What follows belongs to an exercise in optimizing a design on an open flow for small area, a short achievable clock period and few clock cycles; a production flow would make more cautious choices.
In this exercise RTL edits were held to simulation tests only and were not proved equivalent to the original.
No activity file was given, so power comes from the tool's default toggle rates.

Design msfrx, start of the top module:
module msfrx (
    input  wire        clk,
    input  wire        rst,           
    input  wire [1:0]  cmd,           
    input  wire        cancel,
    input  wire        rx_valid,
    input  wire [7:0]  rx_data,
    input  wire        rx_fault,
    output wire        rx_ready,
    output wire        busy,
    output wire        done,
    output wire        ok,
    output wire        err,
    output wire [3:0]  outcome,
    output reg  [8:0]  frame_len,
    input  wire [7:0]  rd_addr,
    output wire [7:0]  rd_data,
    output wire        trk1_present,
    output wire [8:0]  trk1_lo,
    output wire [8:0]  trk1_hi,
    output wire [8:0]  trk1_nf,
    output wire        trk2_present,
    output wire [8:0]  trk2_lo,
    output wire [8:0]  trk2_hi,
    output wire [8:0]  trk2_nf,
    output wire        trk3_present,
    output wire [8:0]  trk3_lo,
    output wire [8:0]  trk3_hi,
    output wire [8:0]  trk3_nf
);
clock: 7.0 ns
lec_check: 0
cap_margin: 20
core_margin: 2
core_utilization: 65
cts_buf_list: sky130_fd_sc_hd__clkbuf_16
cts_cluster_diameter: 80
cts_cluster_size: 28
place_density: 0.8
setup_slack_margin: 2.5
slew_margin: 20
run.sh (not shown) runs the stock make flow with config.mk's settings and CLKGATE_MAP_FILE= SYNTH_SCRIPT=/design/flow/synth_recipe.tcl, a recipe that flattens the netlist after the stock synthesis.
Testbench counts at the start, summed over its fixed seeds: cycles 16,388.
Next try:
- CORE_UTILIZATION: 65 -> 30
- CTS_BUF_LIST: sky130_fd_sc_hd__clkbuf_16 -> not set
- CTS_CLUSTER_DIAMETER: 80 -> not set
- CTS_CLUSTER_SIZE: 28 -> not set
- PLACE_DENSITY: 0.8 -> 0.5
- SETUP_SLACK_MARGIN: 2.5 -> not set
After rerunning: The changed run finished but failed the layout checks on setup timing; setup slack is worse by 1600 ps; worst hold slack is worse by 13 ps; clock-buffer cell count is higher by 168; cell count is higher by 36%.
Next try:
- CORE_UTILIZATION: 30 -> 65
- CTS_BUF_LIST: not set -> sky130_fd_sc_hd__clkbuf_16
- CTS_CLUSTER_DIAMETER: not set -> 80
- CTS_CLUSTER_SIZE: not set -> 28
- GPL_TIMING_DRIVEN: not set -> 0
- PLACE_DENSITY: 0.5 -> 0.7
- SETUP_SLACK_MARGIN: not set -> 2.5
After rerunning:
- With this change the flow completed without violations
- routed wire length rose by about a fifth
- setup slack gets better by 1300 ps
- count of clock-buffer cells in the layout fell by 164
- die area fell by well over a third
- via count rose by roughly a tenth
- sequential power barely changes
- critical path depth fell by 2
Next try:
- GPL_ROUTABILITY_DRIVEN: not set -> 0
- GPL_TIMING_DRIVEN: 0 -> not set
- PLACE_DENSITY: 0.7 -> 0.8
What happened: The changed run went through all stages and came out clean; synthesized cell count is unchanged; register-to-register slack improved by 610 ps; clock-buffer cell count fell by 4.


msfrx again, from the RTL that the note above started with.
Settings: LEC_CHECK=0, CAP_MARGIN=20, CORE_MARGIN=2, CORE_UTILIZATION=65, CTS_BUF_LIST=sky130_fd_sc_hd__clkbuf_16, CTS_CLUSTER_DIAMETER=80, CTS_CLUSTER_SIZE=28, PLACE_DENSITY=0.7, SETUP_SLACK_MARGIN=1.5, SLEW_MARGIN=20; clock period 7.0 ns.
Testbench counts at the start, summed over its fixed seeds: cycles 16,388.
Next try:
- CORE_UTILIZATION: 65 -> 78
- PLACE_DENSITY: 0.7 -> 0.82
- SETUP_SLACK_MARGIN: 1.5 -> 2.5
What happened:
- With this change the flow failed in clock tree synthesis (4_1_cts), error DPL-0033
- area after synthesis is unchanged
- synthesized cell count does not change
Next try:
- CORE_UTILIZATION: 78 -> 65
- PLACE_DENSITY: 0.82 -> 0.7
- SETUP_SLACK_MARGIN: 2.5 -> 4.0
Result:
- With this change the flow passed the timing, design-rule and antenna checks
- synthesized cell count stays the same
- area after synthesis is unchanged
Next try:
- CORE_UTILIZATION: 65 -> 72
- PLACE_DENSITY: 0.7 -> 0.76
- SETUP_SLACK_MARGIN: 4.0 -> 2.5
=> Via count is lower by 1.3%; wire length is lower by 4.3%; count of clock-buffer cells in the layout goes down by 5.
Next try:
- CORE_UTILIZATION: 72 -> 65
- PLACE_DENSITY: 0.76 -> 0.8
- SETUP_SLACK_MARGIN: 2.5 -> 4.0
The changed run completed with no timing, DRC or antenna violations.
First-iteration DRC count rose by about 14%.
Design area rose by about 4%.
Routed wire length rose by about 13%.
Synthesized cell count does not change.
Synthesized area is unchanged.


The RTL this note starts from:
==> flow/design.v <==
module msfrx (
    input  wire        clk,
    input  wire        rst,           
    input  wire [1:0]  cmd,           
    input  wire        cancel,
    input  wire        rx_valid,
    input  wire [7:0]  rx_data,
    input  wire        rx_fault,
    output wire        rx_ready,
    output wire        busy,
    output wire        done,
    output wire        ok,
    output wire        err,
    output wire [3:0]  outcome,
    output reg  [8:0]  frame_len,
    input  wire [7:0]  rd_addr,
    output wire [7:0]  rd_data,
    output wire        trk1_present,
    output wire [8:0]  trk1_lo,
    output wire [8:0]  trk1_hi,
    output wire [8:0]  trk1_nf,
    output wire        trk2_present,
    output wire [8:0]  trk2_lo,
    output wire [8:0]  trk2_hi,
    output wire [8:0]  trk2_nf,
    output wire        trk3_present,
    output wire [8:0]  trk3_lo,
    output wire [8:0]  trk3_hi,
    output wire [8:0]  trk3_nf
);
    localparam [7:0] STX  = 8'h02;
    localparam [7:0] ETX  = 8'h03;
    localparam [7:0] CR   = 8'h15;
    localparam [7:0] TEND = 8'h3F;    
    localparam [2:0] OC_NONE       = 3'd0;
    localparam [2:0] OC_FRAME      = 3'd1;
    localparam [2:0] OC_DECODE     = 3'd2;
    localparam [2:0] OC_TRANSPORT  = 3'd3;
    localparam [2:0] OC_STOPPED    = 3'd4;
    localparam [2:0] OC_OVERFLOW   = 3'd5;
    localparam [1:0] S_IDLE = 2'd0;
    localparam [1:0] S_HUNT = 2'd1;
    localparam [1:0] S_DATA = 2'd2;
    localparam [1:0] D_EXPECT = 2'd0;
    localparam [1:0] D_BODY   = 2'd1;
    localparam [1:0] D_STOP   = 2'd2;
    localparam [1:0] D_FAULT  = 2'd3;
    reg [1:0] state;
    reg [2:0] oc;
    reg [1:0] dmode;
    reg [1:0] tn;          
    reg       nonascii;    
    reg [2:0] pres;
    reg [7:0] hi1, hi2, hi3;
    reg [7:0] nf1, nf2, nf3;
    reg [7:0] buf_mem [0:255];
    wire receiving = (state == S_HUNT) || (state == S_DATA);
    assign rx_ready = receiving && !cancel && !rst;
    assign busy     = (state != S_IDLE);
    assign outcome  = {1'b0, oc};
    assign done     = (state == S_IDLE) && (oc != OC_NONE);
    assign ok       = (oc == OC_FRAME);
    assign err      = (oc == OC_DECODE) || (oc == OC_TRANSPORT) || (oc == OC_OVERFLOW);
    assign rd_data  = buf_mem[rd_addr];
    wire [8:0] end1 = {1'b0, hi1} + 9'd2;
    wire [8:0] end2 = {1'b0, hi2} + 9'd2;
    wire [8:0] lo2  = pres[0] ? end1 : 9'd1;
    wire [8:0] lo3  = pres[1] ? end2 : lo2;
    assign trk1_present = pres[0];
    assign trk1_lo      = {8'd0, pres[0]};
    assign trk1_hi      = {1'b0, hi1};
    assign trk1_nf      = {1'b0, nf1};
    assign trk2_present = pres[1];
    assign trk2_lo      = pres[1] ? lo2 : 9'd0;
    assign trk2_hi      = {1'b0, hi2};
    assign trk2_nf      = {1'b0, nf2};
    assign trk3_present = pres[2];
    assign trk3_lo      = pres[2] ? lo3 : 9'd0;
    assign trk3_hi      = {1'b0, hi3};
    assign trk3_nf      = {1'b0, nf3};
    always @(posedge clk) begin
        if (!frame_len[8])
            buf_mem[frame_len[7:0]] <= rx_data;
    end
    wire b_etx  = (rx_data == ETX);
    wire b_cr   = (rx_data == CR);
    wire b_end  = (rx_data == TEND);
    wire b_s1   = (rx_data == 8'h25);    
    wire b_s2   = (rx_data == 8'h3B);    
    wire b_s3   = (rx_data == 8'h2B);    
    wire b_sep  = (tn == 2'd1) ? (rx_data == 8'h5E) :
                  (tn == 2'd2) ? (rx_data == 8'h3D) : (rx_data == 8'h24);
    always @(posedge clk) begin
        if (rst) begin
            state     <= S_IDLE;
            oc        <= OC_NONE;
            frame_len <= 9'd0;
            pres      <= 3'd0;
            hi1 <= 8'd0; hi2 <= 8'd0; hi3 <= 8'd0;
            nf1 <= 8'd0; nf2 <= 8'd0; nf3 <= 8'd0;
        end else begin
            case (state)
                S_IDLE: begin
                    if (!cancel && cmd == 2'd1) begin
                        oc        <= OC_NONE;
                        frame_len <= 9'd0;
                        pres      <= 3'd0;
                        hi1 <= 8'd0; hi2 <= 8'd0; hi3 <= 8'd0;
                        nf1 <= 8'd0; nf2 <= 8'd0; nf3 <= 8'd0;
                        dmode     <= D_EXPECT;
                        tn        <= 2'd1;
                        nonascii  <= 1'b0;
                        state     <= S_HUNT;
                    end
                end
                default: begin    
                    if (cancel || rx_fault || (rx_valid && state == S_DATA &&
                            !b_etx && !b_cr && frame_len[8])) begin
                        oc        <= cancel ? OC_STOPPED :
                                     rx_fault ? OC_TRANSPORT : OC_OVERFLOW;
                        frame_len <= 9'd0;
                        pres      <= 3'd0;
                        hi1 <= 8'd0; hi2 <= 8'd0; hi3 <= 8'd0;
                        nf1 <= 8'd0; nf2 <= 8'd0; nf3 <= 8'd0;
                        state     <= S_IDLE;
                    end else if (rx_valid) begin
                        if (state == S_HUNT) begin
                            if (rx_data == STX)
                                state <= S_DATA;
                        end else if (b_etx) begin
                            state <= S_IDLE;
                            if (dmode == D_FAULT) begin
                                oc   <= OC_DECODE;
                                pres <= 3'd0;
                                hi1 <= 8'd0; hi2 <= 8'd0; hi3 <= 8'd0;
                                nf1 <= 8'd0; nf2 <= 8'd0; nf3 <= 8'd0;
                            end else begin
                                oc <= OC_FRAME;
                                if (dmode == D_BODY) begin
                                    if (tn == 2'd1) nf1 <= 8'd0;
                                    if (tn == 2'd2) nf2 <= 8'd0;
                                    if (tn == 2'd3) nf3 <= 8'd0;
                                end
                            end
                        end else if (!b_cr) begin
                            frame_len <= frame_len + 9'd1;
                            case (dmode)
                                D_EXPECT: begin
                                    if (tn == 2'd1 && b_s1) begin
                                        dmode <= D_BODY; tn <= 2'd1; nf1 <= 8'd1;
                                    end else if (tn != 2'd3 && b_s2) begin
                                        dmode <= D_BODY; tn <= 2'd2; nf2 <= 8'd1;
                                    end else if (b_s3) begin
                                        dmode <= D_BODY; tn <= 2'd3; nf3 <= 8'd1;
                                    end else begin
                                        dmode <= D_STOP;
                                    end
                                    nonascii <= 1'b0;
                                end
                                D_BODY: begin
                                    if (b_end) begin
                                        if (nonascii) begin
                                            dmode <= D_FAULT;
                                        end else begin
                                            if (tn == 2'd1) begin pres[0] <= 1'b1; hi1 <= frame_len[7:0]; end
                                            if (tn == 2'd2) begin pres[1] <= 1'b1; hi2 <= frame_len[7:0]; end
                                            if (tn == 2'd3) begin pres[2] <= 1'b1; hi3 <= frame_len[7:0]; end
                                            if (tn == 2'd3) dmode <= D_STOP;
                                            else            dmode <= D_EXPECT;
                                            tn <= tn + 2'd1;
                                        end
                                    end else begin
                                        if (rx_data[7]) nonascii <= 1'b1;
                                        if (b_sep) begin
                                            if (tn == 2'd1) nf1 <= nf1 + 8'd1;
                                            if (tn == 2'd2) nf2 <= nf2 + 8'd1;
                                            if (tn == 2'd3) nf3 <= nf3 + 8'd1;
                                        end
                                    end
                                end
                                default: ;
                            endcase
                        end
                    end
                end
            endcase
        end
    end
endmodule
make LEC_CHECK=0 CAP_MARGIN=5 CORE_MARGIN=2 CORE_UTILIZATION=65 CTS_BUF_LIST=sky130_fd_sc_hd__clkbuf_16 CTS_CLUSTER_DIAMETER=80 CTS_CLUSTER_SIZE=28 PLACE_DENSITY=0.7 SETUP_SLACK_MARGIN=2.5 SLEW_MARGIN=5 finish   # period 7.0 ns
Testbench counts at the start, summed over its fixed seeds: cycles 16,388.
Change:
- CAP_MARGIN: 5 -> 20
- CTS_BUF_LIST: sky130_fd_sc_hd__clkbuf_16 -> sky130_fd_sc_hd__clkbuf_4 sky130_fd_sc_hd__clkbuf_8
- CTS_CLUSTER_DIAMETER: 80 -> unset
- CTS_CLUSTER_SIZE: 28 -> unset
- SLEW_MARGIN: 5 -> 20
What happened: The new run completed without violations. Die area does not change. Worst setup slack improved by 0.11 ns. Design area climbs by a few percent. Wire length grows by a few percent. Count of clock-buffer cells in the layout rose by 375. Cell count is higher by a little under a tenth.

what the ideal ports hide:
No port has a modelled driver above. Below, the same layouts with a new extraction and two added sets of constraints.
Step 1 sets driving cells, clkbuf_16 on the clock port and buf_2 on the other inputs (assumed; they add their load-dependent delay and slew).
Step 2 moves the port delays by t, midway between the first and last clock arrival at a register: inputs arrive t later, outputs are due t later. That takes back most of the time a late clock gives input paths.
a / b / c = no drivers / after step 1 / after step 2; a / b = the first two.
run	shift t [ns]	setup slack, ns	worst setup path at the end	slew at the worst register clock pin (ns)	worst data-port slew with drivers (ns)
the first run of note 1	0.842	1.600 / 1.265 / 1.265	input to output	0.11 / 0.11	0.41
the second run of note 1	0.949	-0.014 / -0.096 / -0.096	input to output	0.07 / 0.07	0.08
the third run of note 1	0.837	1.312 / 1.253 / 1.253	input to output	0.11 / 0.11	0.08
the fourth run of note 1	0.842	1.600 / 1.265 / 1.265	input to output	0.11 / 0.11	0.41
the first run of note 2	0.801	1.461 / 1.256 / 1.256	input to output	0.11 / 0.11	0.24
the third run of note 2	0.818	1.688 / 1.335 / 1.335	input to output	0.11 / 0.11	0.49
the fourth run of note 2	0.810	1.403 / 1.183 / 1.183	input to output	0.12 / 0.12	0.24
the fifth run of note 2	0.812	1.557 / 1.159 / 1.159	input to output	0.12 / 0.12	0.51
the first run of note 3	0.808	1.478 / 1.233 / 1.233	input to output	0.11 / 0.11	0.29
the second run of note 3	1.079	1.587 / 1.222 / 1.222	input to output	0.07 / 0.07	0.41
For the fifth run of note 2, which loses most, drivers alone change the setup slack by -0.398 ns; drivers and shift together by -0.398 ns.
